What follows belongs to an exercise in optimizing a design on an open flow for a short achievable clock period and few clock cycles; a production flow would make more cautious choices.
In this exercise RTL edits were held to simulation tests only and were not proved equivalent to the original.

== run 1 ==
Design daisa_core, start of the top module:
module daisa_core (
    input  wire        clk,
    input  wire        rst,           
    input  wire [15:0] start,         
    input  wire        irq,           
    output reg         mem_req,
    output reg         mem_we,
    output reg  [15:0] mem_addr,
    output reg  [7:0]  mem_wdata,
    input  wire        mem_ack,
    input  wire [7:0]  mem_rdata,
    output reg         halted,
    output reg  [1:0]  halt_reason    
);
Size in the first run: ~3,700 cells after synthesis, ~260 flip-flops, ~57 I/O pins.
clock: 10.0 ns
lec_check: 0
cap_margin: 20
core_margin: 2
core_utilization: 30
place_density: 0.5
setup_slack_margin: 5
slew_margin: 20
standard.sh (not shown) runs the stock make flow with config.mk's settings and CLKGATE_MAP_FILE= SYNTH_SCRIPT=/design/flow/synth_recipe.tcl, a recipe that flattens the netlist after the stock synthesis.
==> flow/flow/run.sh <==
#!/bin/bash
set -euo pipefail
sed 's/SETUP_SLACK_MARGIN=[0-9.]*/SETUP_SLACK_MARGIN=7/' standard.sh > standard_m.sh
grep -q 'SETUP_SLACK_MARGIN=7' standard_m.sh
bash standard_m.sh > standard.log 2>&1
Testbench counts of run 1, summed over its fixed seeds: cycles 164,999.
--- input diff run 1..run 2 ---
--- a/flow/design.v
+++ b/flow/design.v
@@ -102,27 +102,25 @@
     reg       fc, fv;
     reg       ie, ie_pend;
     reg [3:0]    bk;             
     reg [1:0]    mdest;          
     reg [2:0]    mreg;           
     reg          chk;            
     reg [7:0]    q0, q1, q2;     
-    reg [NC-1:0] k0;             
+    reg [NC-1:0] k0, k1, k2;     
     reg [1:0]    qn;             
     reg [15:0]   lf;             
     reg          redir;          
     reg          irq_q;          
     reg          wlast;          
     reg          wflush;         
     wire fz = (zr == 8'd0);
     wire fn = zr[7];
     wire [7:0] d = mem_rdata;
-    wire [NC-1:0] kd  = classify(d);
-    wire [NC-1:0] kq1 = classify(q1);
-    wire [NC-1:0] kq2 = classify(q2);
+    wire [NC-1:0] kd = classify(d);
     wire [15:0] pc = {cs, ip};
     wire [7:0] cs_inc, ip_inc, ip_inc2, lf_hi_inc, lf_lo_inc, ss_inc, ss_dec, sp_lo_inc, sp_lo_dec;
     genvar gb;
     generate
         for (gb = 0; gb < 8; gb = gb + 1) begin : g_inc
             if (gb == 0) begin : g0
                 assign cs_inc[0]    = ~cs[0];
@@ -305,23 +303,22 @@
     reg [1:0]    n_mdest;
     reg [2:0]    n_mreg;
     reg          n_req, n_we, n_halted;
     reg [15:0]   n_addr, n_lf;
     reg [7:0]    n_wdata;
     reg [1:0]    n_reason;
     reg [7:0]    n_q0, n_q1, n_q2;
-    reg [NC-1:0] n_k0;
+    reg [NC-1:0] n_k0, n_k1, n_k2;
     reg [1:0]    n_qn;
     reg [1:0]    cons;           
     reg          flush;          
     reg          bus_set;        
     reg [1:0]    base;
     reg          n_redir;
     integer i;
-    wire room = exec_ok || !((qn == 2'd3) || (qn == 2'd2 && bk == B_FETCH));
     always @(*) begin
         n_a = a; n_cs = cs; n_ip = ip; n_ds = ds; n_ss = ss; n_csr = csr;
         n_zr = zr;
         for (i = 1; i <= 7; i = i + 1) n_rf[i] = rf[i];
         n_fc = fc; n_fv = fv; n_ie = ie; n_ie_pend = ie_pend; n_chk = chk;
         n_mdest = mdest; n_mreg = mreg;
         n_we = 1'b0; n_halted = halted;
@@ -462,36 +459,36 @@
                     bus_set = 1'b1;
                 end
             end
         end
         endcase
         base = qn - cons;
         n_q0 = q0; n_q1 = q1; n_q2 = q2;
-        n_k0 = k0;
+        n_k0 = k0; n_k1 = k1; n_k2 = k2;
         case (cons)
-            2'd1: begin n_q0 = q1; n_q1 = q2; n_k0 = kq1; end
-            2'd2: begin n_q0 = q2; n_k0 = kq2; end
+            2'd1: begin n_q0 = q1; n_q1 = q2; n_k0 = k1; n_k1 = k2; end
+            2'd2: begin n_q0 = q2; n_k0 = k2; end
             default: ;
         endcase
         if (bk == B_FETCH) begin
             case (base)
                 2'd0: begin n_q0 = d; n_k0 = kd; end
-                2'd1: n_q1 = d;
-                default: n_q2 = d;
+                2'd1: begin n_q1 = d; n_k1 = kd; end
+                default: begin n_q2 = d; n_k2 = kd; end
             endcase
         end
         n_qn = flush ? 2'd0 : base + {1'b0, bk == B_FETCH};
         n_redir = 1'b0;
         if (!bus_set && !halted) begin
             if (early) begin
                 n_addr  = {early_hi, d};
                 n_lf    = {early_hi, d};
                 n_bk    = B_FETCH;
                 n_redir = 1'b1;
-            end else if (room) begin
+            end else if (n_qn != 2'd3) begin
                 n_addr = lf1;
                 n_lf   = lf1;
                 n_bk   = B_FETCH;
             end
         end
         if (n_halted) n_bk = B_IDLE;
         n_req = (n_bk != B_IDLE);
@@ -541,14 +538,20 @@
             zr          <= 8'd1;
             fc          <= 1'b0;
             fv          <= 1'b0;
             ie          <= 1'b0;
             ie_pend     <= 1'b0;
             mdest       <= D_NONE;
             mreg        <= 3'd0;
+            q0          <= 8'd0;
+            q1          <= 8'd0;
+            q2          <= 8'd0;
+            k0          <= {NC{1'b0}};
+            k1          <= {NC{1'b0}};
+            k2          <= {NC{1'b0}};
             qn          <= 2'd0;
         end else if (en) begin
             bk          <= n_bk;
             chk         <= n_chk;
             mem_req     <= n_req;
             mem_we      <= n_we;
             mem_addr    <= n_addr;
@@ -570,19 +573,17 @@
             zr          <= n_zr;
             fc          <= n_fc;
             fv          <= n_fv;
             ie          <= n_ie;
             ie_pend     <= n_ie_pend;
             mdest       <= n_mdest;
             mreg        <= n_mreg;
+            q0          <= n_q0;
+            q1          <= n_q1;
+            q2          <= n_q2;
+            k0          <= n_k0;
+            k1          <= n_k1;
+            k2          <= n_k2;
             qn          <= n_qn;
         end
     end
-    always @(posedge clk) begin
-        if (en) begin
-            q0 <= n_q0;
-            q1 <= n_q1;
-            q2 <= n_q2;
-            k0 <= n_k0;
-        end
-    end
 endmodule
### Flow results
Taking run 1 as the reference point, the fraction of the mapped netlist area in adder cells of run 2 falls by 0.58 points.
NOTE inverter count of the layout excluding clock inverters run 1->run 2 decreased by a few percent
Re final number of max-transition violations: no difference whatsoever between run 1 and run 2.
Run 2: post-layout net count is 15% higher than what run 1 reported.
Floorplan check, run 2 vs run 1: die outline larger in run 2
In the reports, the flip-flop count of run 2 exceeds that of run 1.
Capturing instance or port of the critical path = zr[4]: run 1; capturing instance or port of the critical path = mem_addr[0]: run 2
Testbench counts of run 2, summed over its fixed seeds: cycles 164,999.

---

daisa_core, a different RTL version from the one above (not shown whole).
Size in the first run: ~940 flip-flops.
==> flow/config.mk <==
export PLATFORM = sky130hd
export DESIGN_NAME = daisa_core
export DESIGN_NICKNAME = daisa_core
export VERILOG_FILES = /design/flow/design.v
export SDC_FILE = /design/flow/constraint.sdc
export NUM_CORES = 4
export LEC_CHECK = 0
export CAP_MARGIN = 20
export CORE_MARGIN = 2
export CORE_UTILIZATION = 30
export PLACE_DENSITY = 0.65
export SETUP_SLACK_MARGIN = 5
export SLEW_MARGIN = 20
==> flow/constraint.sdc <==
create_clock -name core_clock -period 10.0 [get_ports {clk}]
set_input_delay 2.0000 -clock core_clock [delete_from_list [all_inputs] [get_ports {clk}]]
set_output_delay 2.0000 -clock core_clock [all_outputs]
set_load 0.01 [all_outputs]
Scripts as last shown in full above: flow/flow/run.sh
Testbench counts at the start, summed over its fixed seeds: cycles 156,162.
==> next run, changes <==
--- a/flow/design.v
+++ b/flow/design.v
@@ -333,64 +333,60 @@
     wire [2:0] qn_m1  = qn - 3'd1;
     wire [2:0] qn_m2  = qn - 3'd2;
     wire [2:0] base_w = exec_ok ? (k0[C_NEEDIMM] ? qn_m2 : qn_m1) : qn;
     wire [2:0] c_0    = qn + {2'd0, arrive};
     wire [2:0] c_1    = qn_m1 + {2'd0, arrive};
     wire [2:0] c_2    = qn_m2 + {2'd0, arrive};
     wire [2:0] cnt    = exec_ok ? (k0[C_NEEDIMM] ? c_2 : c_1) : c_0;
     wire       hroom  = exec_ok ? (k0[C_NEEDIMM] ? (c_2 <= 3'd2) : (c_1 <= 3'd2)) : (c_0 <= 3'd2);
     wire       room   = (cnt != 3'd4);
-    reg [7:0]  cdat [0:31];
-    reg [10:0] ctag [0:31];
-    reg [31:0] cval;
-    wire [5:0]  li1 = {1'b0, lf[4:0]} + 6'd1;
-    wire [5:0]  li2 = {1'b0, lf[4:0]} + 6'd2;
-    wire [5:0]  li3 = {1'b0, lf[4:0]} + 6'd3;
-    wire [10:0] lt  = lf[15:5];
-    wire [10:0] lt1;
+    reg [7:0]  cdat [0:15];
+    reg [11:0] ctag [0:15];
+    reg [15:0] cval;
+    wire [4:0]  li2 = {1'b0, lf[3:0]} + 5'd2;
+    wire [4:0]  li3 = {1'b0, lf[3:0]} + 5'd3;
+    wire [11:0] lt  = lf[15:4];
+    wire [11:0] lt1;
     generate
-        for (gb = 0; gb < 11; gb = gb + 1) begin : g_lt1
+        for (gb = 0; gb < 12; gb = gb + 1) begin : g_lt1
             if (gb == 0) begin : b0
                 assign lt1[0] = ~lt[0];
             end else begin : bn
                 assign lt1[gb] = lt[gb] ^ (&lt[gb-1:0]);
             end
         end
     endgenerate
-    wire        lk1 = cval[li1[4:0]] && (ctag[li1[4:0]] == (li1[5] ? lt1 : lt));
-    wire        lk2 = cval[li2[4:0]] && (ctag[li2[4:0]] == (li2[5] ? lt1 : lt));
-    wire        lk3 = cval[li3[4:0]] && (ctag[li3[4:0]] == (li3[5] ? lt1 : lt));
-    reg         ph1, ph2, ph3, pstale;
-    reg [7:0]   pb1, pb2, pb3;
+    wire        lk2 = cval[li2[3:0]] && (ctag[li2[3:0]] == (li2[4] ? lt1 : lt));
+    wire        lk3 = cval[li3[3:0]] && (ctag[li3[3:0]] == (li3[4] ? lt1 : lt));
+    reg         ph2, ph3, pstale;
+    reg [7:0]   pb2, pb3;
     reg [1:0]   ladv;            
-    wire        chit  = !pstale && ((ladv == 2'd0) ? ph1 : (ladv == 2'd1) ? ph2 :
-                                    (ladv == 2'd2) ? ph3 : 1'b0);
-    wire [7:0]  cbyte = (ladv == 2'd0) ? pb1 : (ladv == 2'd1) ? pb2 : pb3;
+    wire        chit  = !pstale && ((ladv == 2'd1) ? ph2 : (ladv == 2'd2) ? ph3 : 1'b0);
+    wire [7:0]  cbyte = (ladv == 2'd1) ? pb2 : pb3;
     wire [NC-1:0] kc  = classify(cbyte);
-    wire [NC-1:0] kq3 = classify(q3);
     always @(posedge clk) begin
         if (en) begin
-            ph1 <= lk1; ph2 <= lk2; ph3 <= lk3;
-            pb1 <= cdat[li1[4:0]]; pb2 <= cdat[li2[4:0]]; pb3 <= cdat[li3[4:0]];
+            ph2 <= lk2; ph3 <= lk3;
+            pb2 <= cdat[li2[3:0]]; pb3 <= cdat[li3[3:0]];
         end
         if (rst) begin
             ladv   <= 2'd3;
             pstale <= 1'b1;
         end else if (en) begin
             ladv   <= n_ladv;
             pstale <= mem_req && mem_we;
         end
         if (rst) begin
-            cval <= 32'd0;
+            cval <= 16'd0;
         end else if (en && mem_req) begin
-            cval[mem_addr[4:0]] <= 1'b1;
-            ctag[mem_addr[4:0]] <= mem_addr[15:5];
-            cdat[mem_addr[4:0]] <= mem_we ? mem_wdata : d;
+            cval[mem_addr[3:0]] <= 1'b1;
+            ctag[mem_addr[3:0]] <= mem_addr[15:4];
+            cdat[mem_addr[3:0]] <= mem_we ? mem_wdata : d;
         end
     end
     always @(*) begin
         n_a = a; n_cs = cs; n_ip = ip; n_ds = ds; n_ss = ss; n_csr = csr;
         n_zr = zr;
         for (i = 1; i <= 7; i = i + 1) n_rf[i] = rf[i];
         n_fc = fc; n_fv = fv; n_ie = ie; n_ie_pend = ie_pend; n_chk = chk;
         n_mdest = mdest; n_mreg = mreg;
         n_we = 1'b0; n_halted = halted;
Result:
- clock skew is about the same
- fmax went down by 5.4%
- worst setup slack gets worse by 210 ps
- design area went down by about 30%
- count of clock-buffer cells in the layout went down by 27
- sequential share of layout area went down by 2.0 points
- wire length went down by about 27%
- first-iteration DRC count went down by 31%
- critical path depth went up by 7
- global-route usage went up by 0.98 points
- worst hold slack gets better by 14 ps
Testbench counts after the change, summed over its fixed seeds: cycles 157,174.

==> afterwards: timing with drivers on the ports <==
How much do the figures lean on ideal ports? The routed layouts below were timed once more, with nothing changed but the port constraints.
Step 1: set_driving_cell puts a clkbuf_16 on clk and a buf_2 on each other input, an assumption about the parent block.
Step 2, shift: input delay + t, output delay - t, t = (earliest + latest rising clock arrival at the registers) / 2. This alone moves slack from input paths to output paths.
Three values: no drivers, after step 1, after step 2; two values: the first two.
run	shift t [ns]	slack for setup (ns)	worst setup path after step 2
run 1	0.659	6.713 / 6.667 / 6.172	input to register
run 2	0.738	6.555 / 6.555 / 6.035	input to register
the first run of note 2	0.849	6.379 / 6.299 / 5.917	input to register
the second run of note 2	0.766	6.170 / 6.170 / 5.815	input to register
After both steps setup and hold are still met in every run listed. The setup slack of run 1, which loses most, moves by -0.046 ns with the drivers and by -0.541 ns with both steps.
